This is an optimization exercise on Yosys and OpenROAD, whose aim is small area, not a production implementation.
At most, simulation tests tie the RTL to the original design; equivalence was not proved.
Function not checked in runs 1 and 2: the RTL went through the layout flow alone.
Power figures rest on the tool's default switching activity, not on a simulated workload.

===== design/flow/flow/run.sh =====
#!/bin/bash
# Standard ORFS layout with: an area-oriented ABC script in the standard
# synthesis, smaller port buffers and a leaner clock tree.
set -euo pipefail
export FLOW_WORK=$PWD
export AREA_ABC_SCRIPT=$PWD/flow/abc_area.script
export BUFFER_PORTS_ARGS="-buffer_cell sky130_fd_sc_hd__buf_1"
export CTS_ARGS="-sink_clustering_enable -repair_clock_nets -buf_list sky130_fd_sc_hd__clkbuf_4 -sink_clustering_size 8 -sink_clustering_max_diameter 40 -dont_use_dummy_load"
sed "s#SYNTH_SCRIPT=[^ ]*#SYNTH_SCRIPT=$PWD/flow/synth_wrap.tcl#" standard.sh > own.sh
grep -q "synth_wrap.tcl" own.sh
bash own.sh > standard.log 2>&1

===== design/flow/flow/abc_area.script =====
&get -n
&st
&deepsyn -J 100 -T 0
&dch -f
&nf -a
&put
topo
stime -c

===== design/flow/flow/synth_wrap.tcl =====
# The standard synthesis (synth_recipe.tcl), with its ABC mapping script
# swapped for an area-oriented one. Registers are mapped before ABC runs,
# so they are the same as the standard synthesis's.
proc abc {args} {
  set i [lsearch -exact $args -script]
  if {$i >= 0} {
    set args [lreplace $args [expr {$i + 1}] [expr {$i + 1}] $::env(AREA_ABC_SCRIPT)]
  }
  yosys abc {*}$args
}
source $::env(FLOW_WORK)/synth_recipe.tcl

===== design/flow/standard.sh =====
#!/bin/bash
# synth_recipe.tcl (not shown) runs the flow's synth.tcl, then flattens the netlist and writes it again
# the make line also repeats each setting of config.mk as NAME=value (left out here)
make -C /OpenROAD-flow-scripts/flow DESIGN_CONFIG=/design/flow/config.mk WORK_HOME=/design/flow/orfs CLKGATE_MAP_FILE= SYNTH_SCRIPT=/design/flow/synth_recipe.tcl "${@:-finish}"

===== design/flow/config.mk =====
export PLATFORM = sky130hd
export DESIGN_NAME = core16
export DESIGN_NICKNAME = core16
export VERILOG_FILES = /design/flow/design.v
export SDC_FILE = /design/flow/constraint.sdc
export NUM_CORES = 4
export LEC_CHECK = 0
export CAP_MARGIN = 20
export CORE_MARGIN = 2
export CORE_UTILIZATION = 55
export SLEW_MARGIN = 20

===== design/flow/constraint.sdc =====
create_clock -name core_clock -period 9.0 [get_ports {clk}]
set_input_delay 1.8000 -clock core_clock [delete_from_list [all_inputs] [get_ports {clk}]]
set_output_delay 1.8000 -clock core_clock [all_outputs]
set_load 0.01 [all_outputs]

===== design/flow/design.v =====
module core16 (
    input  wire        clk,
    input  wire        rst,           
    input  wire [15:0] load_addr,     
    input  wire [15:0] init_pc,       
    output wire        mem_req,
    output wire        mem_we,
    output wire [15:0] mem_addr,
    output wire [7:0]  mem_wdata,
    input  wire        mem_ack,
    input  wire [15:0] mem_rdata,
    output wire        disp_valid,
    output wire [15:0] disp_data,
    output wire        halted,
    output wire        faulted,
    output wire [1:0]  fault_code,
    output wire [16:0] fault_info,
    output wire [15:0] ac_out,
    output reg  [31:0] hits,
    output reg  [31:0] misses
);
    localparam [3:0] OP_START = 4'h0, OP_LOAD = 4'h1, OP_LOADM = 4'h2,
                     OP_STORE = 4'h3, OP_CMPM = 4'h4, OP_CJMP  = 4'h5,
                     OP_JMP   = 4'h6, OP_ADD  = 4'h7, OP_ADDM  = 4'h8,
                     OP_SUB   = 4'h9, OP_SUBM = 4'hA, OP_MUL   = 4'hB,
                     OP_MULM  = 4'hC, OP_DISP = 4'hD, OP_HALT  = 4'hE,
                     OP_BAD   = 4'hF;
    localparam [2:0] S_LOOK  = 3'd0,    
                     S_XFER  = 3'd1,    
                     S_EX    = 3'd2,    
                     S_MUL   = 3'd3,    
                     S_EA    = 3'd4,    
                     S_HALT  = 3'd5,
                     S_FLTA  = 3'd6,    
                     S_FLTI  = 3'd7;    
    localparam [1:0] P_F0 = 2'd0, P_F1 = 2'd1, P_D0 = 2'd2, P_D1 = 2'd3;
    reg [2:0]  st;
    reg [1:0]  ph;
    reg [3:0]  cnt;
    reg [3:0]  rp;         
    reg        mm;
    reg [16:0] adr;
    reg [16:0] pc;
    reg [15:0] ac;
    reg [15:0] x;
    reg [3:0]  op;
    reg        flag;
    reg        hp, mp;     
    reg        rot, rph;   
    reg        clr;        
    reg [103:0] tags;      
    wire       busy;
    assign halted     = (st == S_HALT) && !busy;
    assign faulted    = ((st == S_FLTA) || (st == S_FLTI)) && !busy;
    assign fault_code = {st == S_FLTI, st == S_FLTA};
    assign fault_info = adr;
    assign ac_out     = ac;
    assign disp_data  = ac;
    assign disp_valid = (st == S_EX) && (ph == P_F1) && (op == OP_DISP);
    assign mem_req   = (st == S_XFER);
    assign mem_we    = ph[1] && (op == OP_STORE);
    assign mem_addr  = adr[15:0];
    assign mem_wdata = ph[0] ? ac[15:8] : ac[7:0];
    wire [7:0] rbyte = adr[0] ? mem_rdata[15:8] : mem_rdata[7:0];
    wire [2:0]  idx   = adr[3:1];
    wire [11:0] atag  = adr[15:4];
    wire        abit  = (rp == 4'd12) || atag[rp];    
    wire [7:0]  lbits;
    wire        lbit  = lbits[idx];
    wire        diff  = abit ^ lbit;
    wire        oob   = adr[16];
    wire        hold  = clr || rot;    
    wire        look  = (st == S_LOOK) && !oob && !hold;
    wire        lend  = look && (cnt == 4'd12);
    wire        hit   = !mm && !diff;
    wire imm     = (ph == P_F1);
    wire is_mem  = (op == OP_LOADM) || (op == OP_STORE) || (op == OP_CMPM) ||
                   (op == OP_ADDM)  || (op == OP_SUBM)  || (op == OP_MULM);
    wire do_ea   = imm && (is_mem || (op == OP_JMP) || ((op == OP_CJMP) && flag));
    reg  [1:0]  asel;      
    reg         bgate;     
    reg         binv;      
    reg         cin;
    always @* begin
        asel = 2'd0; bgate = 1'b0; binv = 1'b0; cin = 1'b0;
        case (st)
            S_XFER: begin asel = 2'd1; cin = 1'b1; end
            S_MUL:  begin asel = 2'd1; bgate = ac[0]; end
            S_EA:   begin asel = 2'd1; bgate = 1'b1; end
            S_EX: begin
                if (do_ea) begin
                    asel = 2'd3; bgate = 1'b1;
                end else begin
                    case (op)
                        OP_LOAD, OP_LOADM, OP_BAD: bgate = 1'b1;
                        OP_ADD, OP_ADDM: begin asel = 2'd2; bgate = 1'b1; end
                        OP_SUB, OP_SUBM: begin asel = 2'd2; bgate = 1'b1; binv = 1'b1; cin = 1'b1; end
                        OP_CMPM:         begin asel = 2'd2; bgate = 1'b1; binv = 1'b1; end
                        default: ;
                    endcase
                end
            end
            default: ;
        endcase
    end
    wire        mask = imm && (op != OP_BAD);
    wire [15:0] xm   = {x[15:12] & {4{!mask}}, x[11:0]};
    wire [15:0] bb   = (xm & {16{bgate}}) ^ {16{binv}};
    reg  [16:0] aa;
    always @* begin
        case (asel)
            2'd1: aa = adr;
            2'd2: aa = {1'b0, ac};
            2'd3: aa = {1'b0, load_addr};
            default: aa = 17'd0;
        endcase
    end
    wire [16:0] y;
    wire [16:0] ycar;
    assign ycar[0] = cin;
    genvar ai;
    generate
        for (ai = 0; ai < 16; ai = ai + 1) begin : g_add
            assign y[ai]      = aa[ai] ^ bb[ai] ^ ycar[ai];
            assign ycar[ai+1] = (aa[ai] & bb[ai]) | (ycar[ai] & (aa[ai] ^ bb[ai]));
        end
    endgenerate
    assign y[16] = aa[16] ^ ycar[16];
    wire        gt = ac[15] ^ x[15] ^ y[16];
    wire inc_hit  = lend && hit;
    wire inc_miss = (lend && !hit) ||
                    ((st == S_LOOK) && oob && !hold && !(ph[1] && (op == OP_STORE)));
    wire [6:0] hcar, mcar;
    assign hcar[0] = inc_hit;
    assign mcar[0] = inc_miss;
    wire rot_start = !rot && (rp == 4'd12) && (hp || mp || clr);
    wire rot_last  = rot && (rp == 4'd12) && rph;
    assign busy = rot || hp || mp || clr;
    always @(posedge clk) begin
        if (rst) begin
            rot <= 1'b0;
            rph <= 1'b0;
            clr <= 1'b1;
            hp  <= 1'b0;
            mp  <= 1'b0;
        end else begin
            if (rot) begin
                hp <= hp && hits[6] && !rot_last;
                mp <= mp && misses[6] && !rot_last;
            end else begin
                hp <= hp || hcar[6];
                mp <= mp || mcar[6];
            end
            if (rot_start) begin
                rot <= 1'b1;
                rph <= 1'b0;
            end
            if (rot) begin
                if (rp == 4'd12) rph <= 1'b1;
                if (rot_last) begin
                    rot <= 1'b0;
                    clr <= 1'b0;
                end
            end
        end
    end
    always @(posedge clk)
        if (rot) begin
            hits[31:6]   <= {!clr && (hits[6] ^ hp), hits[31:7]};
            misses[31:6] <= {!clr && (misses[6] ^ mp), misses[31:7]};
        end
    genvar gi;
    generate
        for (gi = 0; gi < 6; gi = gi + 1) begin : g_cnt
            assign hcar[gi+1] = hcar[gi] & hits[gi];
            assign mcar[gi+1] = mcar[gi] & misses[gi];
            always @(posedge clk) begin
                hits[gi]   <= !rst && (hits[gi] ^ hcar[gi]);
                misses[gi] <= !rst && (misses[gi] ^ mcar[gi]);
            end
        end
    endgenerate
    generate
        for (gi = 0; gi < 8; gi = gi + 1) begin : g_line
            assign lbits[gi] = tags[13*gi];
            always @(posedge clk)
                tags[13*gi +: 13] <= {!clr && ((look && (idx == gi)) ? abit : tags[13*gi]),
                                      tags[13*gi+1 +: 12]};
        end
    endgenerate
    always @(posedge clk)
        if (rst || rp == 4'd12) rp <= 4'd0;
        else                    rp <= rp + 4'd1;
    always @(posedge clk) begin
        if (rst) begin
            st     <= S_LOOK;
            ph     <= P_F0;
            cnt    <= 4'd0;
            adr    <= {1'b0, init_pc};
            flag   <= 1'b0;
        end else begin
            case (st)
                S_LOOK: if (hold) begin
                    if (clr) ac <= y[15:0];     
                end else begin
                    if (oob) begin
                        st <= S_FLTA;
                    end else begin
                        mm       <= (cnt != 4'd0) && mm || diff;
                        cnt      <= cnt + 4'd1;
                        if (cnt == 4'd12) begin
                            cnt <= 4'd0;
                            st  <= S_XFER;
                        end
                    end
                end
                S_XFER: begin
                    if (mem_ack) begin
                        case (ph)
                            P_F0: begin
                                x[7:0] <= rbyte;
                                adr    <= y;
                                ph     <= P_F1;
                                st     <= S_LOOK;
                            end
                            P_F1: begin
                                x[15:8] <= rbyte;
                                op      <= rbyte[7:4];
                                adr     <= y;
                                pc      <= y;
                                st      <= S_EX;
                            end
                            P_D0: begin
                                x[7:0] <= rbyte;
                                adr    <= y;
                                ph     <= P_D1;
                                st     <= S_LOOK;
                            end
                            default: begin
                                x[15:8] <= rbyte;
                                st      <= S_EX;
                            end
                        endcase
                    end
                end
                S_EX: begin
                    st <= S_LOOK;
                    ph <= P_F0;
                    if (ph == P_D1) adr <= pc;
                    if (do_ea) begin
                        adr <= y;           
                        st  <= S_EA;
                        ph  <= ph;
                    end else begin
                        case (op)
                            OP_LOAD, OP_LOADM, OP_ADD, OP_ADDM, OP_SUB, OP_SUBM:
                                ac <= y[15:0];
                            OP_CMPM: flag <= gt;
                            OP_MUL, OP_MULM: begin
                                adr <= y;           
                                st  <= S_MUL;
                                ph  <= ph;
                            end
                            OP_HALT: st <= S_HALT;
                            OP_BAD: begin
                                adr <= y;           
                                st  <= S_FLTI;
                            end
                            default: ;
                        endcase
                    end
                end
                S_EA: begin
                    adr <= y;               
                    st  <= S_LOOK;
                    ph  <= is_mem ? P_D0 : P_F0;
                end
                S_MUL: begin
                    adr <= y[16:1];
                    ac  <= {y[0], ac[15:1]};
                    cnt <= cnt + 4'd1;
                    if (cnt == 4'd15) begin
                        adr <= pc;
                        ph  <= P_F0;
                        st  <= S_LOOK;
                    end
                end
                default: ;    
            endcase
        end
    end
endmodule

==> out/qor.yml, run 1 <==
irDropWorstVdd_uv: 151.7
worst-path-max-fanout: 4
crit_start: "op[1]"
slowest_stage: "fa_1"
drv_cap: 0
area.growth.synth_to_final_pct: 14.05
drt.antenna.violating_nets: 0
grt_max_degree: 56
ys_types: 52
power.leakage_nw: 4.001
die_width_um: 136.8
io-pin-count: 195
root_buffer: "clkbuf_4"
required_ns: 9.53
nNetsFinal: 1050
rsz0062_at_grt: "no"
critPathArrivalTime_ns: 9.22
p_per_area_nw_per_um2: 175.1
worst_hold_slack_ns: 0.2856
slew_violations: 0
critPathMostFrequentCell: "fa_2"
globalplace.congestion: 0.9272
path_clk_slew_ns: 0.08
clock_latency_ns: 0.64
synth_seq_cells: 262
fmaxAchievable_mhz: 115.0
slowest_delay_ns: 0.46
port_buffers: 194
fin_cells: 1186
synth_edf_count: 122
antenna_found_initial: 1
syn_area_per_cell_um2: 13.35
synth.cell_area_um2: 9704
ys.flop_type: "dfxtp_1"
gr-usage-met2_pct: 39.75
rr_worst_depth: 27
cp-end-kind: "register"
holdBufCountCts: 0
use_met3_pct: 5.519
syn_inst: 727
viasPerCell: 5.656
die_y_um: 136.8
setup_viol: 0
timing.final.crit_share_pct: 96.59
met1_usage_pct: 31.90
drive_gt1_share_pct: 9.375
start_kind: "register"
place_inst: 1138
num_vias: 6708
ys_warn_count: 1
dpl.hpwl_um: 16620
cts.sinks: 262
finClkSkew_ns: 0.08246
worstSetupEndpoint: "flag"
worst_pin_slew_ns: 0.9726
finalWirelength_um: 23170
first_global_vias: 6545
syn-num-nets: 815
start_util_pct: 56.11
drt_pass1_iterations: 7
grt_use_total_pct: 24.65
grt_pass1_wl_um: 34810
die_area_um2: 18720
avgRoutedWirePerCell_um: 19.54
async_flop_share_pct: 0
status: "timing/DRC/antenna clean"
core_um2: 17300
cts_tree: "done"
hold_viol_final: 0
rows: 48
max_slew_margin_pct: 34.61
busiest_layer: "met2"
period_needed_ns: 8.693
critical_path_class: "register to register"
cts-htree-levels: 2
yosysSeqAreaShare_pct: 66.63
clk_path_buf_depth: 3
rr_startpoint: "op[1]"
numCtsBuffers: 43
drtIter0Drc: 540
r2r_slack_ns: 0.31
drc: 0
min_path_type: "register to register"
r2r-end: "flag"
overflow: 0
-- sequential cells by signal, indices dropped and copies added (netlist names), named ones only --
signal,count
tags,104
hits,32
misses,32
adr,17
pc,17
ac,16
x,16
cnt,4
op,4
rp,4
st,3
ph,2
clr,1
flag,1
hp,1
mm,1
mp,1
rot,1
rph,1
-- cell usage in the layout (no fill, tap or decap), drive strengths merged, types with 6 or more instances in the layout --
cell type,count
clkinv,29
clkbuf,43
nor3,29
nand3,9
nand2b,13
a21oi,20
o21ai,35
fa,16
nor2,53
dfxtp,140
and2,6
edfxtp,122
nand2,37
mux2,32
nor2b,19
o22ai,15
a222oi,17
buf,223
ha,21
-- kinds of logic after synthesis --
logic type	synth area share, %
flops	66.63
compound gates	9.154
simple gates	10.07
mux	3.920
fa+ha+maj	6.008
xor+xnor	0.5416
buf+inv	3.675
-- critical path: cells and delay by family, from the launching register on --
family,cells,cell delay [ns]
AO/OA/AOI/OAI,4,0.85
XOR/XNOR,2,0.29
adder cells (fa/ha/maj),16,6.15
buffers and inverters,2,0.22
flip-flops,1,0.43
AND/OR/NAND/NOR,3,0.66
-- routing by layer --
layer | up-vias | part of all wire [%]
met1 | 3195 | 41
li1 | 3111 | -
met2 | 340 | 47
met3 | 62 | 8.7
met5 | - | 0
met4 | 0 | 3.3
-- metrics by stage --
stage	power [mW]	utilization [%]	worst slack, ns	cell area (um^2)	TNS, ns
6_report	1.938	63.99	0.3071	11070	0
5_1_grt	2.018	63.99	0.02064	11070	0
4_1_cts	1.963	63.74	0.04521	11020	0
3_5_place_dp	1.382	61.83	-0.3930	10690	-2.152
3_3_place_gp	1.379	61.83	-0.3264	10690	-1.719
2_1_floorplan	1.346	-	0.02113	9734	0
-- repair_timing --
| item | in CTS | in global routing |
|---|---|---|
| setup buffers | 1 | 3 |
| gates resized for setup | 0 | 5 |
| pin swaps | 0 | 4 |
| endpoints found under the setup margin | 1 | 8 |
-- final cells by class --
class | count | area (um^2)
Sequential cell | 262 | 6467
Fill cell | 1358 | 6228
Multi-Input combinational cell | 403 | 2939
Timing Repair Buffer | 223 | 945.9
Clock buffer | 43 | 322.8
Tap cell | 225 | 281.5
Inverter | 29 | 108.9
Antenna cell | 1 | 2.502
-- synthesized netlist by cell type (all sizes together) (3+ instances only) --
master,n,area (um^2)
and3,3,18.77
or2,4,25.02
buf,33,247.7
o22ai,15,93.84
nand2b,13,81.33
xor2,3,26.28
nor2b,19,118.9
ha,21,262.8
a22oi,5,37.54
xnor2,3,26.28
nor3,29,145.1
nor4,3,18.77
nand3,9,45.04
o221ai,3,26.28
fa,16,320.3
a31oi,5,31.28
a21oi,20,100.1
nor2,53,198.9
and2,6,37.54
nand2,37,138.9
nand4,3,18.77
a21o,5,37.54
dfxtp,140,2803
o21ai,35,175.2
nand3b,4,30.03
nor3b,5,37.54
a222oi,17,170.2
a311oi,3,26.28
clkinv,29,108.9
edfxtp,122,3664
mux2,32,360.4
-- report_power, final --
group	leakage (nW)	switching (mW)	internal [mW]
registers	2.21	0.0230	1.25
clock network	0.198	0.364	0.219
logic	1.59	0.0484	0.0318
total	4.00	0.435	1.50
-- worst min path at each step --
stage	start	to	slack, ns	cells after the start
3_5_place_dp	tags[55]	tags[54]	0.31	0
5_1_grt	tags[8]	tags[7]	0.26	0
6_report	tags[8]	tags[7]	0.29	0
2_1_floorplan	tags[1]	tags[0]	0.31	0
4_1_cts	tags[8]	tags[7]	0.27	0
3_3_place_gp	tags[90]	tags[89]	0.31	0
==> inputs of run 2 (changes only) <==
--- a/design/flow/design.v
+++ b/design/flow/design.v
@@ -77,6 +77,10 @@
     wire is_mem  = (op == OP_LOADM) || (op == OP_STORE) || (op == OP_CMPM) ||
                    (op == OP_ADDM)  || (op == OP_SUBM)  || (op == OP_MULM);
     wire do_ea   = imm && (is_mem || (op == OP_JMP) || ((op == OP_CJMP) && flag));
+    wire op_ld   = (op == OP_LOAD) || (op == OP_LOADM) || (op == OP_BAD);
+    wire op_sub  = (op == OP_SUB) || (op == OP_SUBM);
+    wire op_cmp  = (op == OP_CMPM);
+    wire op_alu  = (op == OP_ADD) || (op == OP_ADDM) || op_sub || op_cmp;
     reg  [1:0]  asel;      
     reg         bgate;     
     reg         binv;      
@@ -91,13 +95,10 @@
                 if (do_ea) begin
                     asel = 2'd3; bgate = 1'b1;
                 end else begin
-                    case (op)
-                        OP_LOAD, OP_LOADM, OP_BAD: bgate = 1'b1;
-                        OP_ADD, OP_ADDM: begin asel = 2'd2; bgate = 1'b1; end
-                        OP_SUB, OP_SUBM: begin asel = 2'd2; bgate = 1'b1; binv = 1'b1; cin = 1'b1; end
-                        OP_CMPM:         begin asel = 2'd2; bgate = 1'b1; binv = 1'b1; end
-                        default: ;
-                    endcase
+                    asel  = {op_alu, 1'b0};
+                    bgate = op_alu || op_ld;
+                    binv  = op_sub || op_cmp;
+                    cin   = op_sub;
                 end
             end
             default: ;
@@ -197,12 +198,11 @@
             ph     <= P_F0;
             cnt    <= 4'd0;
             adr    <= {1'b0, init_pc};
+            ac     <= 16'd0;
             flag   <= 1'b0;
         end else begin
             case (st)
-                S_LOOK: if (hold) begin
-                    if (clr) ac <= y[15:0];     
-                end else begin
+                S_LOOK: if (!hold) begin
                     if (oob) begin
                         st <= S_FLTA;
                     end else begin
==> design/flow/flow/abc_area.script (replaced) <==
&get -n
&st
&deepsyn -J 100 -T 0
&dch -f
&nf -a -R 1000 -p
&put
topo
stime -c
==> run 2 against run 1 <==
Clock power down 3.8%. Area after synthesis down 3.0%. Core utilization up 1.0 points. Largest cell class unchanged. Wire length down 5.2%. Clock-buffer cell count down 2. Worst setup slack worse by 0.065 ns. Sequential power up 12%. Fmax down 0.74%.
==> out/qor.yml, run 2 <==
status: "timing/DRC/antenna clean"  # unchanged
globalplace.congestion: 0.8969  # was 0.9272
syn_area_per_cell_um2: 13.04  # was 13.35 um^2
ys_warn_count: 1  # unchanged
finalWirelength_um: 21980  # was 23170 um
largest_reg_flops: 104  # unchanged
grt_pass1_wl_um: 33670  # was 34810 um
async_flop_share_pct: 0  # unchanged
cts_tree: "done"  # unchanged
synth_most_common_cell: "dfxtp_1"  # unchanged
critPathMostFrequentCell: "fa_2"  # unchanged
port_buffers: 194  # unchanged
start_kind: "register"  # unchanged
start_util_pct: 56.59  # was 56.11%
final_common_cell: "buf_1"  # unchanged
rr_worst_depth: 31  # was 27
numCtsBuffers: 41  # was 43
design_area_um2: 10820  # was 11070 um^2
cts.sinks: 258  # was 262
critical_path_class: "register to register"  # unchanged
irDropWorstVdd_uv: 151.6  # was 151.7 uV
required_ns: 9.45  # was 9.53 ns
num_vias: 6573  # was 6708
synthTopCellsByArea: "edfxtp_1 (34%), dfxtp_1 (32%), fa_1 (3.4%)"  # was edfxtp_1 (38%), dfxtp_1 (29%), mux2_1 (3.7%)
drtIter0Drc: 698  # was 540
syn_inst: 722  # was 727
slowest_stage: "edfxtp_1"  # was fa_1
ys_types: 43  # was 52
synth_top_cell_area_share_pct: 33.80  # was 37.75%
core_um2: 16640  # was 17300 um^2
max_slew_margin_pct: 30.29  # was 34.61%
yosysSeqAreaShare_pct: 66.11  # was 66.63%
root_buffer: "clkbuf_4"  # unchanged
synth_seq_cells: 258  # was 262
synth_top_area_cell: "edfxtp_1"  # unchanged
io-pin-count: 195  # unchanged
layout_common_cells: "buf_1 (193), dfxtp_1 (151), edfxtp_1 (106), a21oi_1 (53), clkinv_1 (49)"  # was buf_1 (194), dfxtp_1 (139), edfxtp_1 (122), nor2_1 (52), clkbuf_4 (43)
tns_ns: 0  # unchanged
place_inst: 1122  # was 1138
fmaxAchievable_mhz: 114.2  # was 115.0 MHz
slew_violations: 0  # unchanged
finClkSkew_ns: 0.08330  # was 0.08246 ns
min_path_cells: 0  # unchanged
die_width_um: 134.9  # was 136.8 um
cts-htree-levels: 2  # unchanged
area.growth.synth_to_final_pct: 14.88  # was 14.05%
setup_viol: 0  # unchanged
worst-path-max-fanout: 6  # was 4
timing.final.crit_share_pct: 97.31  # was 96.59%
regMostFlops: "tags"  # unchanged
nNetsFinal: 1035  # was 1050
drt_pass1_iterations: 8  # was 7
grt_use_total_pct: 23.85  # was 24.65%
dpl.hpwl_um: 15170  # was 16620 um
fin_util_pct: 65.01  # was 63.99%
finalPower_mw: 2.705  # was 1.938 mW
worst_pin_slew_ns: 1.043  # was 0.9726 ns
viasPerCell: 5.628  # was 5.656
avgRoutedWirePerCell_um: 18.81  # was 19.54 um
syn-num-nets: 807  # was 815
slowest_delay_ns: 0.52  # was 0.46 ns
clk_path_buf_depth: 3  # unchanged
critPathArrivalTime_ns: 9.21  # was 9.22 ns
top_regs: "tags (104), hits (32), misses (32)"  # unchanged
r2r_slack_ns: 0.24  # was 0.31 ns
grt_max_degree: 65  # was 56
ys.flop_type: "dfxtp_1"  # unchanged
p_per_area_nw_per_um2: 250.0  # was 175.1 nW/um^2
hp-start: "tags[81]"  # was tags[8]
synth_commonest_cells: "dfxtp_1 (152), edfxtp_1 (106), a21oi_1 (54)"  # was dfxtp_1 (140), edfxtp_1 (122), nor2_1 (53)
min_path_type: "register to register"  # unchanged
cp-end-kind: "register"  # unchanged
drv_cap: 0  # unchanged
min_to: "tags[80]"  # was tags[7]
hold_viol_final: 0  # unchanged
antenna_found_initial: 0  # was 1
detailed_place.area_um2: 10410  # was 10690 um^2
drc: 0  # unchanged
drt.antenna.violating_nets: 0  # unchanged
die_y_um: 134.9  # was 136.8 um
clock_latency_ns: 0.64  # about the same
overflow: 0  # unchanged
drive_gt1_share_pct: 11.29  # was 9.375%
diodes: 0  # was 1
fin_cells: 1168  # was 1186
synth.cell_area_um2: 9418  # was 9704 um^2
period_needed_ns: 8.758  # was 8.693 ns
die_area_um2: 18190  # was 18720 um^2
r2r-end: "flag"  # unchanged
rr_startpoint: "op[0]"  # was op[1]
first_global_vias: 6496  # was 6545
power.leakage_nw: 3.872  # was 4.001 nW
rows: 47  # was 48
path_clk_slew_ns: 0.08  # about the same
synth_edf_count: 106  # was 122
run 2: cell types whose count changed in the layout (fill, tap and decap cells not counted), moves of 14 or more:
cell      before  now
nor3_1        29   15
a21oi_1       20   53
clkinv_1      29   49
o21ai_0       34   14
o22ai_1       15    1
mux2_1        31   16
edfxtp_1     122  106
run 2: worst max-delay path: cells and delay by family, from the launching register on:
family / cells / cell delay (ns)
adder cells (fa/ha/maj): 16 / 5.79
AND/OR/NAND/NOR: 7 / 1.16
XOR/XNOR: 3 / 0.59
flip-flops: 1 / 0.52
AO/OA/AOI/OAI: 3 / 0.27
buffers and inverters: 2 / 0.23
run 2: worst max-delay path by stage:
stage	cells past startpoint	slack, ns	start	to
floorplan	31	0.02	op[2]	adr[15]
global placement	23	0.04	load_addr[0]	adr[15]
detailed placement	23	-0.008	load_addr[0]	adr[14]
CTS	30	0.005	op[3]	adr[15]
global route	30	-0.06	op[0]	flag
finish	31	0.24	op[0]	flag
run 2: metrics by stage:
stage	hold WS, ns	setup slack [ns]
after floorplan	0.3096	0.01965
after global placement	0.3123	0.03595
after detailed placement	0.3121	-0.008227
after CTS	0.3210	0.004518
after global routing	0.3173	-0.06241
final	0.3150	0.2421
run 2: what timing repair did:
item,in CTS,in global routing
hold endpoints to repair,0,0
setup buffers,0,5
resized for setup,0,18
setup endpoints to repair,0,8
hold buffers,0,0
run 2: where the power goes:
group	internal [mW]	switching, mW
clock network	0.210	0.351
logic	0.281	0.439
registers	1.32	0.105
run 2: final cells by class:
class                           count  area, um^2
Multi-Input combinational cell    379        2893
Clock buffer                       41       307.8
Sequential cell                   258        6227
Tap cell                          220       275.3
Fill cell                        1337        5823
Timing Repair Buffer              218       920.9
Inverter                           52       195.2
run 2: logic make-up (layout without fill, tap and decap cells):
kind of cell | count (synthesis) | in the layout | share of synthesized area [%]
DFF | 258 | 258 | 66.11
AOI/OAI and AO/OA | 142 | 142 | 10.67
muxes | 21 | 21 | 2.710
buffers and inverters | 85 | 311 | 4.703
adders and majority gates | 34 | 34 | 5.793
xor gates and xnor gates | 11 | 11 | 1.023
and+or+nand+nor | 171 | 171 | 8.994
run 2: metal layers:
| metal | wire length, um | vias to the layer above | GRT usage (%) |
|---|---|---|---|
| li1 | - | 3052 | - |
| met3 | 1789 | 58 | 4.692 |
| met5 | 0 | - | 0 |
| met1 | 9284 | 3135 | 32.65 |
| met2 | 10220 | 328 | 37.39 |
| met4 | 676 | 0 | 10.29 |
==> inputs of run 3 (changes only) <==
--- a/design/flow/design.v
+++ b/design/flow/design.v
@@ -104,9 +104,7 @@
             default: ;
         endcase
     end
-    wire        mask = imm && (op != OP_BAD);
-    wire [15:0] xm   = {x[15:12] & {4{!mask}}, x[11:0]};
-    wire [15:0] bb   = (xm & {16{bgate}}) ^ {16{binv}};
+    wire [15:0] bb   = (x & {16{bgate}}) ^ {16{binv}};
     reg  [16:0] aa;
     always @* begin
         case (asel)
@@ -198,11 +196,12 @@
             ph     <= P_F0;
             cnt    <= 4'd0;
             adr    <= {1'b0, init_pc};
-            ac     <= 16'd0;
             flag   <= 1'b0;
         end else begin
             case (st)
-                S_LOOK: if (!hold) begin
+                S_LOOK: if (hold) begin
+                    if (clr) ac <= y[15:0];     
+                end else begin
                     if (oob) begin
                         st <= S_FLTA;
                     end else begin
@@ -224,7 +223,7 @@
                                 st     <= S_LOOK;
                             end
                             P_F1: begin
-                                x[15:8] <= rbyte;
+                                x[15:8] <= {rbyte[7:4] & {4{&rbyte[7:4]}}, rbyte[3:0]};
                                 op      <= rbyte[7:4];
                                 adr     <= y;
                                 pc      <= y;
--- a/design/flow/config.mk
+++ b/design/flow/config.mk
@@ -7,5 +7,5 @@
 export LEC_CHECK = 0
 export CAP_MARGIN = 20
 export CORE_MARGIN = 2
-export CORE_UTILIZATION = 55
+export CORE_UTILIZATION = 68
 export SLEW_MARGIN = 20
==> run 3 against run 2 <==
Wire length grew 17%. Still clean. Via count grew 7.6%. Critical path depth is the same. First-iteration DRC count grew 21%. Core utilization grew 15 points. Design area shrank 0.75%. Worst setup slack gained 0.14 ns. Power shrank 30%. Area after synthesis shrank 0.35%. Flip-flop and latch count is the same.
==> out/qor.yml, run 3 <==
swShare_pct: 22.99  # was 33.09%
synthTopCellsByArea: "edfxtp_1 (39%), dfxtp_1 (29%), nor2_1 (4.8%)"  # was edfxtp_1 (34%), dfxtp_1 (32%), fa_1 (3.4%)
synth.cell_area_um2: 9385  # was 9418 um^2
overflow: 0  # unchanged
die_area_um2: 14760  # was 18190 um^2
critPathArrivalTime_ns: 9.13  # was 9.21 ns
drv_cap: 0  # unchanged
place_inst: 1099  # was 1122
drc: 0  # unchanged
grt_use_total_pct: 35.19  # was 23.85%
syn-num-nets: 823  # was 807
start_kind: "register"  # unchanged
layout_common_cells: "buf_1 (194), dfxtp_1 (135), edfxtp_1 (122), nor2_1 (120), clkbuf_4 (40)"  # was buf_1 (193), dfxtp_1 (151), edfxtp_1 (106), a21oi_1 (53), clkinv_1 (49)
globalplace.congestion: 0.9841  # was 0.8969
rr_startpoint: "op[2]"  # was op[0]
r2r-end: "flag"  # unchanged
p_per_area_nw_per_um2: 176.8  # was 250.0 nW/um^2
seqCellArea_um2: 6387  # was 6227 um^2
path_clk_slew_ns: 0.09  # was 0.08 ns
port_buffers: 194  # unchanged
drt.antenna.violating_nets: 0  # unchanged
clk_path_buf_depth: 3  # unchanged
power.leakage_nw: 3.973  # was 3.872 nW
worst_hold_slack_ns: 0.3204  # was 0.3150 ns
grt_max_degree: 32  # was 65
period_needed_ns: 8.614  # was 8.758 ns
cts_tree: "done"  # unchanged
rr_worst_depth: 31  # unchanged
cp-end-kind: "register"  # unchanged
ys_warn_count: 1  # unchanged
antenna_found_initial: 0  # unchanged
dpl.hpwl_um: 18060  # was 15170 um
r2r_slack_ns: 0.39  # was 0.24 ns
syn_inst: 738  # was 722
avgRoutedWirePerCell_um: 22.45  # was 18.81 um
clkPwrFrac_pct: 30.1  # was 20.7%
p_comb_share_pct: 4.0  # was 26.6%
core_um2: 13350  # was 16640 um^2
drive_gt1_share_pct: 9.990  # was 11.29%
irDropWorstVdd_uv: 98.39  # was 151.6 uV
fmaxAchievable_mhz: 116.1  # was 114.2 MHz
synth_seq_cells: 258  # unchanged
async_flop_share_pct: 0  # unchanged
timing.final.crit_share_pct: 95.71  # was 97.31%
required_ns: 9.52  # was 9.45 ns
num_vias: 7071  # was 6573
synth_commonest_cells: "dfxtp_1 (136), edfxtp_1 (122), nor2_1 (121)"  # was dfxtp_1 (152), edfxtp_1 (106), a21oi_1 (54)
finalPower_mw: 1.898  # was 2.705 mW
slew_violations: 0  # unchanged
ys.flop_type: "dfxtp_1"  # unchanged
pwr-share-seq_pct: 65.9  # was 52.6%
synth_most_common_cell: "dfxtp_1"  # unchanged
largest_reg_flops: 104  # unchanged
min_to: "tags[80]"  # unchanged
min_path_type: "register to register"  # unchanged
fin_util_pct: 80.45  # was 65.01%
area.growth.synth_to_final_pct: 14.41  # was 14.88%
finalWirelength_um: 25750  # was 21980 um
slowest_stage: "edfxtp_1"  # unchanged
first_global_vias: 6978  # was 6496
synth_top_area_cell: "edfxtp_1"  # unchanged
finClkSkew_ns: 0.07822  # was 0.08330 ns
grt_pass1_wl_um: 38530  # was 33670 um
min_path_cells: 0  # unchanged
drt_pass1_iterations: 9  # was 8
fillerInstances: 771  # was 1337
yosysSeqAreaShare_pct: 68.04  # was 66.11%
viasPerCell: 6.165  # was 5.628
critical_path_class: "register to register"  # unchanged
critPathMostFrequentCell: "fa_2"  # unchanged
slowest_delay_ns: 0.42  # was 0.52 ns
power_switching_mw: 0.4364  # was 0.8950 mW
cts.sinks: 258  # unchanged
top_regs: "tags (104), hits (32), misses (32)"  # unchanged
start_util_pct: 70.31  # was 56.59%
rows: 42  # was 47
status: "timing/DRC/antenna clean"  # unchanged
io-pin-count: 195  # unchanged
hold_viol_final: 0  # unchanged
diodes: 0  # unchanged
holdBufCountCts: 0  # unchanged
syn_area_per_cell_um2: 12.72  # was 13.04 um^2
fin_cells: 1147  # was 1168
synth_top_cell_area_share_pct: 39.03  # was 33.80%
design_area_um2: 10740  # was 10820 um^2
nNetsFinal: 1058  # was 1035
cts-htree-levels: 2  # unchanged
ys_types: 40  # was 43
final_common_cell: "buf_1"  # unchanged
max_slew_margin_pct: 42.50  # was 30.29%
multiInputGateArea_um2: 2753  # was 2893 um^2
internal_power_mw: 1.462  # was 1.810 mW
root_buffer: "clkbuf_4"  # unchanged
numCtsBuffers: 40  # was 41
worst-path-max-fanout: 5  # was 6
detailed_place.area_um2: 10330  # was 10410 um^2
drtIter0Drc: 846  # was 698
hp-start: "tags[81]"  # unchanged
regMostFlops: "tags"  # unchanged
clock_latency_ns: 0.63  # was 0.64 ns
setup_viol: 0  # unchanged
worst_pin_slew_ns: 0.8546  # was 1.043 ns
die_y_um: 121.5  # was 134.9 um
synth_edf_count: 122  # was 106
die_width_um: 121.5  # was 134.9 um
rsz0062_at_grt: "no"
-- run 3: what timing repair did --
item,in CTS,in global routing
endpoints found under the setup margin,3,9
gates resized for setup,2,9
setup buffers,1,7
pin swaps,1,5
-- run 3: logic make-up after synthesis --
| logic type | count (synthesis) | share of synthesized area [%] |
|---|---|---|
| AO/OA/AOI/OAI | 115 | 7.906 |
| XOR/XNOR | 9 | 0.8398 |
| adder cells (fa/ha/maj) | 34 | 5.813 |
| buffers and inverters | 62 | 3.799 |
| flip-flops | 258 | 68.04 |
| multiplexers | 16 | 1.866 |
| AND/OR/NAND/NOR | 244 | 11.73 |
-- run 3: per-stage QoR --
step / worst slack, ns / TNS [ns]
2_1_floorplan: 0.05284 / 0
3_3_place_gp: -0.3096 / -1.116
3_5_place_dp: -0.3689 / -1.719
4_1_cts: 0.002348 / 0
5_1_grt: 0.01788 / 0
6_report: 0.3857 / 0
-- run 3: power groups by stage --
stage | clock, mW | sequential (mW) | combinational (mW)
finish | 0.572 | 1.25 | 0.0754
floorplan | 0 | 1.27 | 0.0430
global route | 0.619 | 1.25 | 0.0810
global placement | 0 | 1.28 | 0.0682
detailed placement | 0 | 1.28 | 0.0720
CTS | 0.575 | 1.25 | 0.0741
-- run 3: critical path: cells and delay by family (launching register included) --
| family | cells | cell delay, ns |
|---|---|---|
| AOI/OAI and AO/OA | 5 | 0.82 |
| DFF | 1 | 0.42 |
| buffers and inverters | 4 | 0.51 |
| adders and majority gates | 16 | 5.91 |
| and+or+nand+nor | 4 | 0.51 |
| xor gates and xnor gates | 2 | 0.34 |
-- run 3: final cells by class --
cell class | instances | share of cell area (%)
multi-input combinational | 418 | 25.64
clock buffer | 40 | 2.797
sequential | 258 | 59.48
inverter | 29 | 1.014
tap | 176 | 2.051
timing repair buffer | 226 | 9.019
-- run 3: how the worst max path moves through the flow --
stage,cells past startpoint,to,from,slack (ns)
floorplan,24,flag,load_addr[0],0.05
global placement,25,flag,load_addr[0],-0.31
detailed placement,25,flag,load_addr[0],-0.37
CTS,33,flag,op[0],0.002
global route,33,flag,op[1],0.02
finish,31,flag,op[2],0.39
-- run 3: routing by layer --
| metal | vias up | part of all wire [%] | global-route usage [%] |
|---|---|---|---|
| met3 | 105 | 11 | 8.412 |
| met5 | - | 0 | 0 |
| met2 | 544 | 49 | 58.50 |
| li1 | 3072 | - | - |
| met4 | 0 | 4.3 | 16.16 |
| met1 | 3350 | 35 | 43.88 |
==> inputs of run 4 (changes only) <==
--- a/design/flow/config.mk
+++ b/design/flow/config.mk
@@ -7,5 +7,6 @@
 export LEC_CHECK = 0
 export CAP_MARGIN = 20
 export CORE_MARGIN = 2
-export CORE_UTILIZATION = 68
+export CORE_UTILIZATION = 55
+export GPL_TIMING_DRIVEN = 0
 export SLEW_MARGIN = 20
==> run 4 against run 3 <==
Still clean. Synthesized cell count stayed put. Clock-buffer cell count is 2 higher. Clock power hardly changed. Worst hold slack worse by 0.019 ns. Sequential power hardly changed. Global-route usage is 11 points lower. Flip-flop and latch count stayed put. Combinational power is 6.0% higher. Die area is 23% higher. Register-to-register slack worse by 0.11 ns. Design area is 3.2% higher.
==> out/qor.yml, run 4 <==
drt_pass1_iterations: 5  # was 9
min_path_type: "register to register"  # unchanged
r2r_slack_ns: 0.28  # was 0.39 ns
ys_types: 40  # unchanged
dpl.hpwl_um: 15400  # was 18060 um
slew_violations: 0  # unchanged
seqCellArea_um2: 6391  # was 6387 um^2
core_um2: 16640  # was 13350 um^2
p_per_area_nw_per_um2: 171.6  # was 176.8 nW/um^2
hp-start: "tags[74]"  # was tags[81]
synth_compound_gate_area_share_pct: 7.906  # unchanged
post-place-ws_ns: -0.9644  # was -0.3689 ns
synth_top_family_by_area: "simple AND/OR/NAND/NOR gates"  # unchanged
finClkSkew_ns: 0.07162  # was 0.07822 ns
setup_ws_ns: 0.2765  # was 0.3857 ns
hold_viol_final: 0  # unchanged
worst-path-max-fanout: 11  # was 5
start_kind: "register"  # unchanged
gr-usage-met2_pct: 39.48  # was 58.50%
ys_warn_count: 1  # unchanged
finalWirelength_um: 21900  # was 25750 um
critical_path_class: "register to register"  # unchanged
busiest_layer: "met2"  # unchanged
syn_inst: 738  # unchanged
use_met3_pct: 5.143  # was 8.412%
met1_usage_pct: 31.47  # was 43.88%
synth.cell_area_um2: 9385  # unchanged
top_regs: "tags (104), hits (32), misses (32)"  # unchanged
slowest_delay_ns: 0.49  # was 0.42 ns
die_width_um: 134.6  # was 121.5 um
fin_cells: 1218  # was 1147
path_clk_slew_ns: 0.08  # was 0.09 ns
multiInputGateArea_um2: 2801  # was 2753 um^2
timing.final.crit_share_pct: 96.93  # was 95.71%
synth_xor_area_share_pct: 0.8399  # unchanged
min_to: "tags[73]"  # was tags[80]
syn_area_per_cell_um2: 12.72  # unchanged
grt_max_degree: 61  # was 32
fin_util_pct: 66.56  # was 80.45%
viasPerCell: 5.424  # was 6.165
clk_path_buf_depth: 3  # unchanged
avgRoutedWirePerCell_um: 17.98  # was 22.45 um
final_common_cell: "buf_1"  # unchanged
grt_use_total_pct: 23.99  # was 35.19%
max_slew_margin_pct: 35.13  # was 42.50%
largest_reg_flops: 104  # unchanged
cts_tree: "done"  # unchanged
io-pin-count: 195  # unchanged
holdBufCountCts: 0  # unchanged
irDropWorstVdd_uv: 107.4  # was 98.39 uV
synth_mux_area_share_pct: 1.866  # unchanged
drc: 0  # unchanged
rr_worst_depth: 30  # was 31
fmaxAchievable_mhz: 114.6  # was 116.1 MHz
cts-htree-levels: 2  # unchanged
critPathArrivalTime_ns: 9.17  # was 9.13 ns
start_util_pct: 56.39  # was 70.31%
synth_most_common_cell: "dfxtp_1"  # unchanged
setup_viol: 0  # unchanged
rows: 47  # was 42
area.growth.synth_to_final_pct: 18.02  # was 14.41%
place_inst: 1159  # was 1099
power.leakage_nw: 4.125  # was 3.973 nW
synthAdderAreaFrac_pct: 5.813  # unchanged
cp-end-kind: "register"  # unchanged
antenna_found_initial: 0  # unchanged
drv_cap: 0  # unchanged
diodes: 0  # unchanged
ys.flop_type: "dfxtp_1"  # unchanged
synth_top_cell_area_share_pct: 39.03  # unchanged
port_buffers: 194  # unchanged
clock_latency_ns: 0.64  # was 0.63 ns
layout_common_cells: "buf_1 (193), dfxtp_1 (134), edfxtp_1 (122), nor2_1 (114), buf_4 (50)"  # was buf_1 (194), dfxtp_1 (135), edfxtp_1 (122), nor2_1 (120), clkbuf_4 (40)
die_y_um: 134.6  # was 121.5 um
synth_top_area_cell: "edfxtp_1"  # unchanged
r2r-end: "flag"  # unchanged
globalplace.congestion: 0.8497  # was 0.9841
min_path_cells: 0  # unchanged
design_area_um2: 11080  # was 10740 um^2
drive_gt1_share_pct: 13.93  # was 9.990%
yosysSeqAreaShare_pct: 68.04  # unchanged
worst_pin_slew_ns: 0.9641  # was 0.8546 ns
regMostFlops: "tags"  # unchanged
num_vias: 6607  # was 7071
cts.sinks: 258  # unchanged
numCtsBuffers: 42  # was 40
overflow: 0  # unchanged
synthTopCellsByArea: "edfxtp_1 (39%), dfxtp_1 (29%), nor2_1 (4.8%)"  # unchanged
drt.antenna.violating_nets: 0  # unchanged
period_needed_ns: 8.724  # was 8.614 ns
syn-num-nets: 823  # unchanged
nNetsFinal: 1085  # was 1058
detailed_place.area_um2: 10550  # was 10330 um^2
fillerInstances: 1331  # was 771
critPathMostFrequentCell: "fa_2"  # unchanged
rr_startpoint: "op[3]"  # was op[2]
drtIter0Drc: 585  # was 846
required_ns: 9.44  # was 9.52 ns
synth-simple-area-share_pct: 11.73  # unchanged
synth_commonest_cells: "dfxtp_1 (136), edfxtp_1 (122), nor2_1 (121)"  # unchanged
slowest_stage: "edfxtp_1"  # unchanged
root_buffer: "clkbuf_4"  # unchanged
synth_edf_count: 122  # unchanged
synth_seq_cells: 258  # unchanged
first_global_vias: 6395  # was 6978
die_area_um2: 18130  # was 14760 um^2
async_flop_share_pct: 0  # unchanged
grt_pass1_wl_um: 33490  # was 38530 um
status: "timing/DRC/antenna clean"  # unchanged
==> run 4: cell counts after synthesis <==
Identical to the previous run, type by type.
==> run 4: metrics by stage <==
stage	TNS (ns)	power [mW]	hold WS, ns
2_1_floorplan	0	1.314	0.3096
3_3_place_gp	-6.584	1.352	0.3110
3_5_place_dp	-7.571	1.355	0.3121
4_1_cts	0	1.922	0.3121
5_1_grt	-0.01711	1.975	0.3034
6_report	0	1.901	0.3018
==> run 4: what timing repair did <==
item	CTS	global route
resized for setup	14	11
setup endpoints to repair	15	7
pin swaps	7	8
setup buffers	9	8
==> run 4: layout make-up <==
cell class | count | area share, %
Multi-Input combinational cell | 418 | 25.29
Buffer | 33 | 2.237
Timing Repair Buffer | 218 | 8.460
Inverter | 29 | 0.9827
Clock buffer | 42 | 2.846
Sequential cell | 258 | 57.70
Tap cell | 220 | 2.485
==> run 4: kinds of logic (layout without fill, tap and decap cells) <==
logic type	count (synthesis)	in the layout
buffers and inverters	62	322
adder cells (fa/ha/maj)	34	34
XOR/XNOR	9	9
multiplexers	16	16
AND/OR/NAND/NOR	244	244
AO/OA/AOI/OAI	115	115
flip-flops	258	258
==> run 4: routing by layer <==
metal | share of wire (%) | up-vias | routed length [um]
met2 | 49 | 312 | 10720
met3 | 8.4 | 48 | 1832
met4 | 2.7 | 0 | 589
met5 | 0 | - | 0
met1 | 40 | 3104 | 8753
li1 | - | 3143 | -
==> run 4: worst max-delay path by stage <==
| stage | startpoint | end | slack (ns) | depth (start not counted) |
|---|---|---|---|---|
| floorplan | load_addr[0] | flag | 0.05 | 24 |
| detailed placement | op[2] | adr[15] | -0.96 | 30 |
| global placement | op[2] | flag | -0.90 | 32 |
| finish | op[3] | flag | 0.28 | 30 |
| CTS | op[0] | flag | 0.03 | 30 |
| global route | op[3] | flag | -0.02 | 32 |
==> run 4: worst max-delay path: cells and delay by family (launching register included) <==
family,cells,cell delay (ns)
flops,1,0.49
compound gates,7,1.39
simple gates,4,0.34
fa+ha+maj,16,5.93
buf+inv,1,0.07
xor+xnor,2,0.34
==> run 4: where the power goes <==
part | internal [mW] | total [mW] | switching (mW)
sequential | 1.23 | 1.25 | 0.0176
clock | 0.215 | 0.573 | 0.358
combinational | 0.0343 | 0.0799 | 0.0456
==> inputs of run 5 (changes only) <==
--- a/design/flow/config.mk
+++ b/design/flow/config.mk
@@ -8,5 +8,4 @@
 export CAP_MARGIN = 20
 export CORE_MARGIN = 2
 export CORE_UTILIZATION = 55
-export GPL_TIMING_DRIVEN = 0
 export SLEW_MARGIN = 20
==> run 5 against run 4 <==
Non-clock buffer count shrank 24. Critical path depth grew 1. Register-to-register slack improved by 0.06 ns. Sequential share of layout area increased by 1.4 points. Largest power group unchanged.
==> out/qor.yml, run 5 <==
p_per_area_nw_per_um2: 174.3  # was 171.6 nW/um^2
setup_ws_ns: 0.3361  # was 0.2765 ns
synth_compound_gate_area_share_pct: 7.906  # unchanged
antenna_found_initial: 1  # was 0
globalplace.congestion: 0.9396  # was 0.8497
num_vias: 6530  # was 6607
r2r-end: "flag"  # unchanged
synth_top_cell_area_share_pct: 39.03  # unchanged
clock_latency_ns: 0.65  # was 0.64 ns
finalWirelength_um: 22560  # was 21900 um
critPathArrivalTime_ns: 9.17  # about the same
grt_use_total_pct: 24.67  # was 23.99%
fmaxAchievable_mhz: 115.4  # was 114.6 MHz
synth_xor_area_share_pct: 0.8399  # unchanged
drc: 0  # unchanged
viasPerCell: 5.474  # was 5.424
gr-usage-met2_pct: 39.96  # was 39.48%
worst_pin_slew_ns: 0.8771  # was 0.9641 ns
io-pin-count: 195  # unchanged
slew_violations: 0  # unchanged
area.growth.synth_to_final_pct: 15.13  # was 18.02%
root_buffer: "clkbuf_4"  # unchanged
path_clk_slew_ns: 0.09  # was 0.08 ns
use_met3_pct: 4.467  # was 5.143%
worstSetupEndpoint: "flag"  # unchanged
layout_common_cells: "buf_1 (194), dfxtp_1 (135), edfxtp_1 (122), nor2_1 (119), clkbuf_4 (40)"  # was buf_1 (193), dfxtp_1 (134), edfxtp_1 (122), nor2_1 (114), buf_4 (50)
synthTopCellsByArea: "edfxtp_1 (39%), dfxtp_1 (29%), nor2_1 (4.8%)"  # unchanged
worst-path-max-fanout: 6  # was 11
start_util_pct: 56.39  # unchanged
die_width_um: 134.6  # unchanged
clk_path_buf_depth: 3  # unchanged
met1_usage_pct: 33.51  # was 31.47%
multiInputGateArea_um2: 2755  # was 2801 um^2
synth.cell_area_um2: 9385  # unchanged
required_ns: 9.51  # was 9.44 ns
max_slew_margin_pct: 41.53  # was 35.13%
first_global_vias: 6459  # was 6395
post-place-ws_ns: -0.4063  # was -0.9644 ns
synth_commonest_cells: "dfxtp_1 (136), edfxtp_1 (122), nor2_1 (121)"  # unchanged
tns_ns: 0  # unchanged
final_common_cell: "buf_1"  # unchanged
cts.sinks: 258  # unchanged
start_kind: "register"  # unchanged
holdBufCountCts: 0  # unchanged
crit_start: "op[3]"  # unchanged
slowest_delay_ns: 0.46  # was 0.49 ns
fin_util_pct: 64.93  # was 66.56%
syn_area_per_cell_um2: 12.72  # unchanged
drive_gt1_share_pct: 10.29  # was 13.93%
async_flop_share_pct: 0  # unchanged
core_um2: 16640  # unchanged
synth-simple-area-share_pct: 11.73  # unchanged
ys.flop_type: "dfxtp_1"  # unchanged
grt_max_degree: 61  # unchanged
cp-end-kind: "register"  # unchanged
cts_tree: "done"  # unchanged
synth_top_area_cell: "edfxtp_1"  # unchanged
drt_pass1_iterations: 10  # was 5
dpl.hpwl_um: 16070  # was 15400 um
synth_seq_cells: 258  # unchanged
syn-num-nets: 823  # unchanged
largest_reg_flops: 104  # unchanged
drt.antenna.violating_nets: 0  # unchanged
nNetsFinal: 1059  # was 1085
rr_worst_depth: 31  # was 30
regMostFlops: "tags"  # unchanged
synth_top_family_by_area: "simple AND/OR/NAND/NOR gates"  # unchanged
finalPower_mw: 1.883  # was 1.901 mW
synth_most_common_cell: "dfxtp_1"  # unchanged
synth_edf_count: 122  # unchanged
rr_startpoint: "op[3]"  # unchanged
synthAdderAreaFrac_pct: 5.813  # unchanged
overflow: 0  # unchanged
slowest_stage: "edfxtp_1"  # unchanged
hold_viol_final: 0  # unchanged
setup_viol: 0  # unchanged
ys_types: 40  # unchanged
top_regs: "tags (104), hits (32), misses (32)"  # unchanged
die_y_um: 134.6  # unchanged
irDropWorstVdd_uv: 101.0  # was 107.4 uV
fin_cells: 1193  # was 1218
avgRoutedWirePerCell_um: 18.91  # was 17.98 um
drtIter0Drc: 641  # was 585
syn_inst: 738  # unchanged
period_needed_ns: 8.664  # was 8.724 ns
power.leakage_nw: 3.978  # was 4.125 nW
critical_path_class: "register to register"  # unchanged
ys_warn_count: 1  # unchanged
critPathMostFrequentCell: "fa_2"  # unchanged
place_inst: 1145  # was 1159
status: "timing/DRC/antenna clean"  # unchanged
grt_pass1_wl_um: 34420  # was 33490 um
die_area_um2: 18130  # unchanged
busiest_layer: "met2"  # unchanged
hp-start: "tags[31]"  # was tags[74]
timing.final.crit_share_pct: 96.27  # was 96.93%
port_buffers: 194  # unchanged
seqCellArea_um2: 6387  # was 6391 um^2
min_path_type: "register to register"  # unchanged
numCtsBuffers: 40  # was 42
r2r_slack_ns: 0.34  # was 0.28 ns
fillerInstances: 1318  # was 1331
synth_mux_area_share_pct: 1.866  # unchanged
rows: 47  # unchanged
cts-htree-levels: 2  # unchanged
yosysSeqAreaShare_pct: 68.04  # unchanged
finClkSkew_ns: 0.09286  # was 0.07162 ns
drv_cap: 0  # unchanged
run 5: worst min path at each step:
stage / endpoint / cells after the start
final: tags[30] / 0
after floorplan: tags[0] / 0
after CTS: tags[84] / 0
after global placement: tags[102] / 0
after detailed placement: tags[78] / 0
after global routing: tags[30] / 0
run 5: report_power, final:
group          total, mW  switching (mW)  internal [mW]
registers           1.25          0.0173           1.23
logic             0.0729          0.0466         0.0263
clock network      0.562           0.357          0.205
run 5: layout make-up:
cell class	instances	area share, %
tap	220	2.547
multi-input combinational	418	25.50
sequential	258	59.11
clock buffer	40	2.779
timing repair buffer	227	9.032
antenna	1	0.02316
inverter	29	1.007
run 5: critical path, delay by kind of cell, from the launching register on:
kind / cells / cell delay, ns
adders and majority gates: 16 / 5.98
AOI/OAI and AO/OA: 5 / 0.96
DFF: 1 / 0.46
buffers and inverters: 4 / 0.50
and+or+nand+nor: 4 / 0.28
xor gates and xnor gates: 2 / 0.34
run 5: per-layer routing:
metal  part of all wire [%]  up-vias
met5                      0        -
met4                    2.6        0
met3                    8.6       48
met2                     48      298
met1                     41     3097
li1                       -     3087
run 5: repair_timing:
item	in CTS	in global routing
pin swaps	2	9
hold endpoints to repair	0	0
buffers inserted	2	5
gates resized for setup	2	9
cloned	0	0
endpoints found under the setup margin	3	9
run 5: cells by family (layout without fill, tap and decap cells):
logic type,after synthesis,after routing
flops,258,258
simple gates,244,244
compound gates,115,115
buf+inv,62,296
fa+ha+maj,34,34
mux,16,16
xor+xnor,9,9
other cells,0,1
run 5: metrics by stage:
| stage | hold WS (ns) | area (um^2) |
|---|---|---|
| after floorplan | 0.3096 | 9447 |
| after global placement | 0.3104 | 10400 |
| after detailed placement | 0.3121 | 10400 |
| after CTS | 0.3124 | 10730 |
| after global routing | 0.3133 | 10810 |
| final | 0.3079 | 10810 |
==> inputs of run 6 (changes only) <==
--- a/design/flow/config.mk
+++ b/design/flow/config.mk
@@ -5,7 +5,7 @@
 export SDC_FILE = /design/flow/constraint.sdc
 export NUM_CORES = 4
 export LEC_CHECK = 0
-export CAP_MARGIN = 20
+export CAP_MARGIN = 0
 export CORE_MARGIN = 2
 export CORE_UTILIZATION = 55
-export SLEW_MARGIN = 20
+export SLEW_MARGIN = 0
==> run 6 against run 5 <==
Core utilization is essentially flat. Combinational power barely moved. Power hardly changed. First-iteration DRC count shrank 1.6%. Sequential share of layout area about the same. Fmax hardly changed. Highest routed layer unchanged.
==> out/qor.yml, run 6 <==
status: "timing/DRC/antenna clean"  # unchanged
syn-num-nets: 823  # unchanged
power.leakage_nw: 3.975  # was 3.978 nW
start_kind: "register"  # unchanged
drive_gt1_share_pct: 10.19  # was 10.29%
grt_pass1_wl_um: 34420  # unchanged
rows: 47  # unchanged
slowest_delay_ns: 0.45  # was 0.46 ns
clkPwrFrac_pct: 29.8  # about the same
die_y_um: 134.6  # unchanged
period_needed_ns: 8.668  # was 8.664 ns
timing.final.crit_share_pct: 96.31  # was 96.27%
multiInputGateArea_um2: 2750  # was 2755 um^2
drt.antenna.violating_nets: 0  # unchanged
hold_viol_final: 0  # unchanged
drc: 0  # unchanged
met1_usage_pct: 33.51  # unchanged
clk_path_buf_depth: 3  # unchanged
use_met3_pct: 4.467  # unchanged
p_comb_share_pct: 3.9  # about the same
drv_cap: 0  # unchanged
start_util_pct: 56.39  # unchanged
synth_top_cell_area_share_pct: 39.03  # unchanged
fin_util_pct: 64.90  # was 64.93%
regMostFlops: "tags"  # unchanged
p_per_area_nw_per_um2: 174.3  # about the same
port_buffers: 194  # unchanged
ys_warn_count: 1  # unchanged
root_buffer: "clkbuf_4"  # unchanged
cts_tree: "done"  # unchanged
synth.cell_area_um2: 9385  # unchanged
synth_seq_cells: 258  # unchanged
setup_viol: 0  # unchanged
synth_commonest_cells: "dfxtp_1 (136), edfxtp_1 (122), nor2_1 (121)"  # unchanged
nNetsFinal: 1059  # unchanged
top_regs: "tags (104), hits (32), misses (32)"  # unchanged
syn_inst: 738  # unchanged
syn_area_per_cell_um2: 12.72  # unchanged
synth_top_area_cell: "edfxtp_1"  # unchanged
io-pin-count: 195  # unchanged
critPathArrivalTime_ns: 9.18  # was 9.17 ns
viasPerCell: 5.490  # was 5.474
finalWirelength_um: 22580  # was 22560 um
grt_max_degree: 61  # unchanged
max_slew_margin_pct: 17.55  # was 41.53%
largest_reg_flops: 104  # unchanged
globalplace.congestion: 0.9396  # unchanged
busiest_layer: "met2"  # unchanged
overflow: 0  # unchanged
core_um2: 16640  # unchanged
drtIter0Drc: 631  # was 641
critical_path_class: "register to register"  # unchanged
finClkSkew_ns: 0.09301  # was 0.09286 ns
numCtsBuffers: 40  # unchanged
gr-usage-met2_pct: 39.96  # unchanged
layout_common_cells: "buf_1 (194), dfxtp_1 (135), edfxtp_1 (122), nor2_1 (119), clkbuf_4 (40)"  # unchanged
cts.sinks: 258  # unchanged
required_ns: 9.51  # about the same
die_area_um2: 18130  # unchanged
pwr-share-seq_pct: 66.3  # about the same
synthTopCellsByArea: "edfxtp_1 (39%), dfxtp_1 (29%), nor2_1 (4.8%)"  # unchanged
drt_pass1_iterations: 6  # was 10
clock_latency_ns: 0.65  # about the same
num_vias: 6549  # was 6530
yosysSeqAreaShare_pct: 68.04  # unchanged
first_global_vias: 6459  # unchanged
ys_types: 40  # unchanged
power_switching_mw: 0.4201  # was 0.4210 mW
synth_most_common_cell: "dfxtp_1"  # unchanged
swShare_pct: 22.32  # was 22.36%
worst_hold_slack_ns: 0.3108  # was 0.3079 ns
antenna_found_initial: 1  # unchanged
critPathMostFrequentCell: "fa_2"  # unchanged
dpl.hpwl_um: 16070  # unchanged
slew_violations: 0  # unchanged
worst_pin_slew_ns: 1.227  # was 0.8771 ns
slowest_stage: "edfxtp_1"  # unchanged
fmaxAchievable_mhz: 115.4  # about the same
finalPower_mw: 1.882  # was 1.883 mW
min_path_type: "register to register"  # unchanged
internal_power_mw: 1.462  # about the same
fillerInstances: 1319  # was 1318
seqCellArea_um2: 6387  # unchanged
synth_edf_count: 122  # unchanged
grt_use_total_pct: 24.67  # unchanged
path_clk_slew_ns: 0.09  # about the same
ys.flop_type: "dfxtp_1"  # unchanged
async_flop_share_pct: 0  # unchanged
die_width_um: 134.6  # unchanged
final_common_cell: "buf_1"  # unchanged
cts-htree-levels: 2  # unchanged
avgRoutedWirePerCell_um: 18.93  # was 18.91 um
cp-end-kind: "register"  # unchanged
worst-path-max-fanout: 6  # unchanged
tns_ns: 0  # unchanged
area.growth.synth_to_final_pct: 15.08  # was 15.13%
irDropWorstVdd_uv: 101.2  # was 101.0 uV
## run 6: worst max-delay path: cells and delay by family (launching register included)
kind,cells,cell delay [ns]
adder cells (fa/ha/maj),16,5.97
AO/OA/AOI/OAI,5,0.96
buffers and inverters,4,0.50
flip-flops,1,0.45
XOR/XNOR,2,0.36
AND/OR/NAND/NOR,4,0.28
## run 6: cell type report
cell class | count | area share (%)
repair buffers | 227 | 9.036
flip-flops and latches | 258 | 59.14
multi-input cells | 418 | 25.46
inverters | 29 | 1.008
clock buffers | 40 | 2.780
well taps | 220 | 2.549
diodes | 1 | 0.02317
## run 6: repair_timing
action,in CTS,in global routing
hold buffers,0,0
gates resized for setup,2,9
pin swaps,2,9
endpoints found under the setup margin,3,9
buffers inserted,2,5
## run 6: kinds of logic (layout without fill, tap and decap cells)
family	Yosys count	after routing	synth area share, %
DFF	258	258	68.04
and+or+nand+nor	244	244	11.73
AOI/OAI and AO/OA	115	115	7.906
buffers and inverters	62	296	3.799
adders and majority gates	34	34	5.813
muxes	16	16	1.866
xor gates and xnor gates	9	9	0.8398
other	0	1	0
## run 6: layer usage
| metal | vias up | wire [um] |
|---|---|---|
| li1 | 3084 | - |
| met1 | 3101 | 9216 |
| met2 | 316 | 10880 |
| met3 | 48 | 1935 |
| met4 | 0 | 557 |
| met5 | - | 0 |
## run 6: power by group through the flow
stage	Combinational, mW	Clock, mW	Sequential [mW]
2_1_floorplan	0.0430	0	1.27
3_3_place_gp	0.0711	0	1.27
3_5_place_dp	0.0727	0	1.27
4_1_cts	0.0730	0.582	1.25
5_1_grt	0.0794	0.624	1.25
6_report	0.0727	0.561	1.25
## run 6: path summary, 6_finish.rpt
path / startpoint / to / slack (ns) / cells past startpoint
max: op[3] / flag / 0.33 / 31
min reg2reg: tags[31] / tags[30] / 0.31 / 0
max reg2reg: op[3] / flag / 0.33 / 31
min: tags[31] / tags[30] / 0.31 / 0
## run 6: metrics by stage
step / std cells / setup slack (ns) / cell area, um^2
6_report: 1193 / 0.3320 / 10800
5_1_grt: 1193 / -0.01087 / 10800
4_1_cts: 1187 / 0.01453 / 10730
2_1_floorplan: 738 / 0.05284 / 9447
3_3_place_gp: 1145 / -0.3331 / 10400
3_5_place_dp: 1145 / -0.4063 / 10400
==> inputs of run 7 (changes only) <==
--- a/design/flow/design.v
+++ b/design/flow/design.v
@@ -64,7 +64,8 @@
     wire [7:0] rbyte = adr[0] ? mem_rdata[15:8] : mem_rdata[7:0];
     wire [2:0]  idx   = adr[3:1];
     wire [11:0] atag  = adr[15:4];
-    wire        abit  = (rp == 4'd12) || atag[rp];    
+    wire [15:0] abits = {4'b1111, atag};           
+    wire        abit  = abits[rp];
     wire [7:0]  lbits;
     wire        lbit  = lbits[idx];
     wire        diff  = abit ^ lbit;
--- a/design/flow/config.mk
+++ b/design/flow/config.mk
@@ -5,7 +5,7 @@
 export SDC_FILE = /design/flow/constraint.sdc
 export NUM_CORES = 4
 export LEC_CHECK = 0
-export CAP_MARGIN = 0
+export CAP_MARGIN = 20
 export CORE_MARGIN = 2
 export CORE_UTILIZATION = 55
-export SLEW_MARGIN = 0
+export SLEW_MARGIN = 20
==> run 7 against run 6 <==
First-iteration DRC count rose by 21%. Worst setup slack better by 0.087 ns. Design area hardly changed. Synthesized cell count is 2.0% lower. Flip-flop and latch count is the same. Wire length shrank 2.0%. Clock power is 2% higher. Worst hold slack improved by 0.0080 ns. Power increased by 0.67%.
==> out/qor.yml, run 7 <==
worst-path-max-fanout: 6  # unchanged
min_to: "tags[63]"  # was tags[30]
grt_max_degree: 61  # unchanged
worst_hold_slack_ns: 0.3188  # was 0.3108 ns
ys.flop_type: "dfxtp_1"  # unchanged
async_flop_share_pct: 0  # unchanged
avgRoutedWirePerCell_um: 18.82  # was 18.93 um
die_width_um: 134.7  # was 134.6 um
num_vias: 6545  # was 6549
power.leakage_nw: 3.972  # was 3.975 nW
drtIter0Drc: 762  # was 631
yosysSeqAreaShare_pct: 67.98  # was 68.04%
status: "timing/DRC/antenna clean"  # unchanged
synth_seq_cells: 258  # unchanged
start_kind: "register"  # unchanged
place_inst: 1128  # was 1145
area.growth.synth_to_final_pct: 15.01  # was 15.08%
setup_viol: 0  # unchanged
fin_util_pct: 64.92  # was 64.90%
viasPerCell: 5.565  # was 5.490
globalplace.congestion: 0.8894  # was 0.9396
multiInputGateArea_um2: 2765  # was 2750 um^2
top_regs: "tags (104), hits (32), misses (32)"  # unchanged
final_common_cell: "buf_1"  # unchanged
critPathMostFrequentCell: "fa_2"  # unchanged
rr_startpoint: "op[0]"  # was op[3]
irDropWorstVdd_uv: 118.8  # was 101.2 uV
ys_types: 44  # was 40
detailed_place.area_um2: 10420  # was 10400 um^2
post-place-ws_ns: -0.3054  # was -0.4063 ns
design_area_um2: 10800  # about the same
io-pin-count: 195  # unchanged
finClkSkew_ns: 0.06288  # was 0.09301 ns
port_buffers: 194  # unchanged
synth_top_area_cell: "edfxtp_1"  # unchanged
max_slew_margin_pct: 42.04  # was 17.55%
fmaxAchievable_mhz: 116.5  # was 115.4 MHz
finalWirelength_um: 22130  # was 22580 um
cts.sinks: 258  # unchanged
rows: 47  # unchanged
regMostFlops: "tags"  # unchanged
fin_cells: 1176  # was 1193
worst_pin_slew_ns: 0.8694  # was 1.227 ns
grt_use_total_pct: 24.57  # was 24.67%
hp-start: "tags[64]"  # was tags[31]
critical_path_class: "register to register"  # unchanged
synth_top_cell_area_share_pct: 39.00  # was 39.03%
layout_common_cells: "buf_1 (194), dfxtp_1 (135), edfxtp_1 (122), nor2_1 (97), clkbuf_4 (42)"  # was buf_1 (194), dfxtp_1 (135), edfxtp_1 (122), nor2_1 (119), clkbuf_4 (40)
slew_violations: 0  # unchanged
first_global_vias: 6425  # was 6459
start_util_pct: 56.45  # was 56.39%
p_per_area_nw_per_um2: 175.4  # was 174.3 nW/um^2
drc: 0  # unchanged
grt_pass1_wl_um: 34020  # was 34420 um
tns_ns: 0  # unchanged
clk_path_buf_depth: 3  # unchanged
seqCellArea_um2: 6387  # unchanged
die_area_um2: 18140  # was 18130 um^2
drt_pass1_iterations: 6  # unchanged
rr_worst_depth: 33  # was 31
drt.antenna.violating_nets: 0  # unchanged
overflow: 0  # unchanged
slowest_stage: "edfxtp_1"  # unchanged
syn-num-nets: 808  # was 823
hold_viol_final: 0  # unchanged
root_buffer: "clkbuf_4"  # unchanged
numCtsBuffers: 42  # was 40
min_path_cells: 0  # unchanged
syn_area_per_cell_um2: 12.99  # was 12.72 um^2
ys_warn_count: 1  # unchanged
cts_tree: "done"  # unchanged
run 7: cell types whose count changed in the layout (fill, tap and decap cells not counted), moves of 6 or more:
cell,before,now
a211oi_1,3,15
a21oi_1,27,15
nand2_1,32,38
nor2_1,119,97
nor3_1,27,14
run 7: cells by family after synthesis:
family          synth area share, %
simple gates                  10.96
xor+xnor                     0.7459
compound gates                8.325
buf+inv                       3.836
mux                           2.344
fa+ha+maj                     5.807
flops                         67.98
run 7: worst max-delay path, delay by kind of cell, from the launching register on:
| family | cells | cell delay, ns |
|---|---|---|
| AO/OA/AOI/OAI | 4 | 0.81 |
| XOR/XNOR | 1 | 0.19 |
| adder cells (fa/ha/maj) | 16 | 5.58 |
| buffers and inverters | 2 | 0.15 |
| flip-flops | 1 | 0.49 |
| AND/OR/NAND/NOR | 10 | 1.14 |
run 7: worst max-delay path by stage:
stage / startpoint / to / slack (ns) / cells past startpoint
after global routing: op[0] / adr[15] / 0.0009 / 33
after detailed placement: load_addr[0] / adr[14] / -0.31 / 23
after global placement: load_addr[0] / adr[14] / -0.24 / 23
after floorplan: op[0] / adr[14] / 0.03 / 33
after CTS: op[0] / adr[15] / 0.03 / 32
final: op[0] / adr[15] / 0.42 / 33
run 7: area by class of cell:
cell class	instances	share of cell area, %
Tap cell	220	2.548
Sequential cell	258	59.12
Clock buffer	42	2.918
Multi-Input combinational cell	402	25.59
Inverter	30	1.042
Timing Repair Buffer	223	8.755
Antenna cell	1	0.02316
run 7: layer usage:
metal | vias up | routed length, um | GRT usage, %
met3 | 60 | 1898 | 4.767
li1 | 3044 | - | -
met2 | 336 | 10970 | 41.37
met1 | 3105 | 8563 | 30.86
met4 | 0 | 695 | 11.29
met5 | - | 0 | 0
run 7: where the power goes:
| part | leakage (nW) | internal (mW) | switching, mW |
|---|---|---|---|
| clock | 0.193 | 0.215 | 0.358 |
| sequential | 2.24 | 1.23 | 0.0165 |
| combinational | 1.54 | 0.0283 | 0.0460 |
run 7: what timing repair did:
action                                  CTS  global route
pin swaps                                 3            12
resized for setup                         4             5
endpoints found under the setup margin    5             8
setup buffers                             3             2
endpoints found under the hold margin     0             0
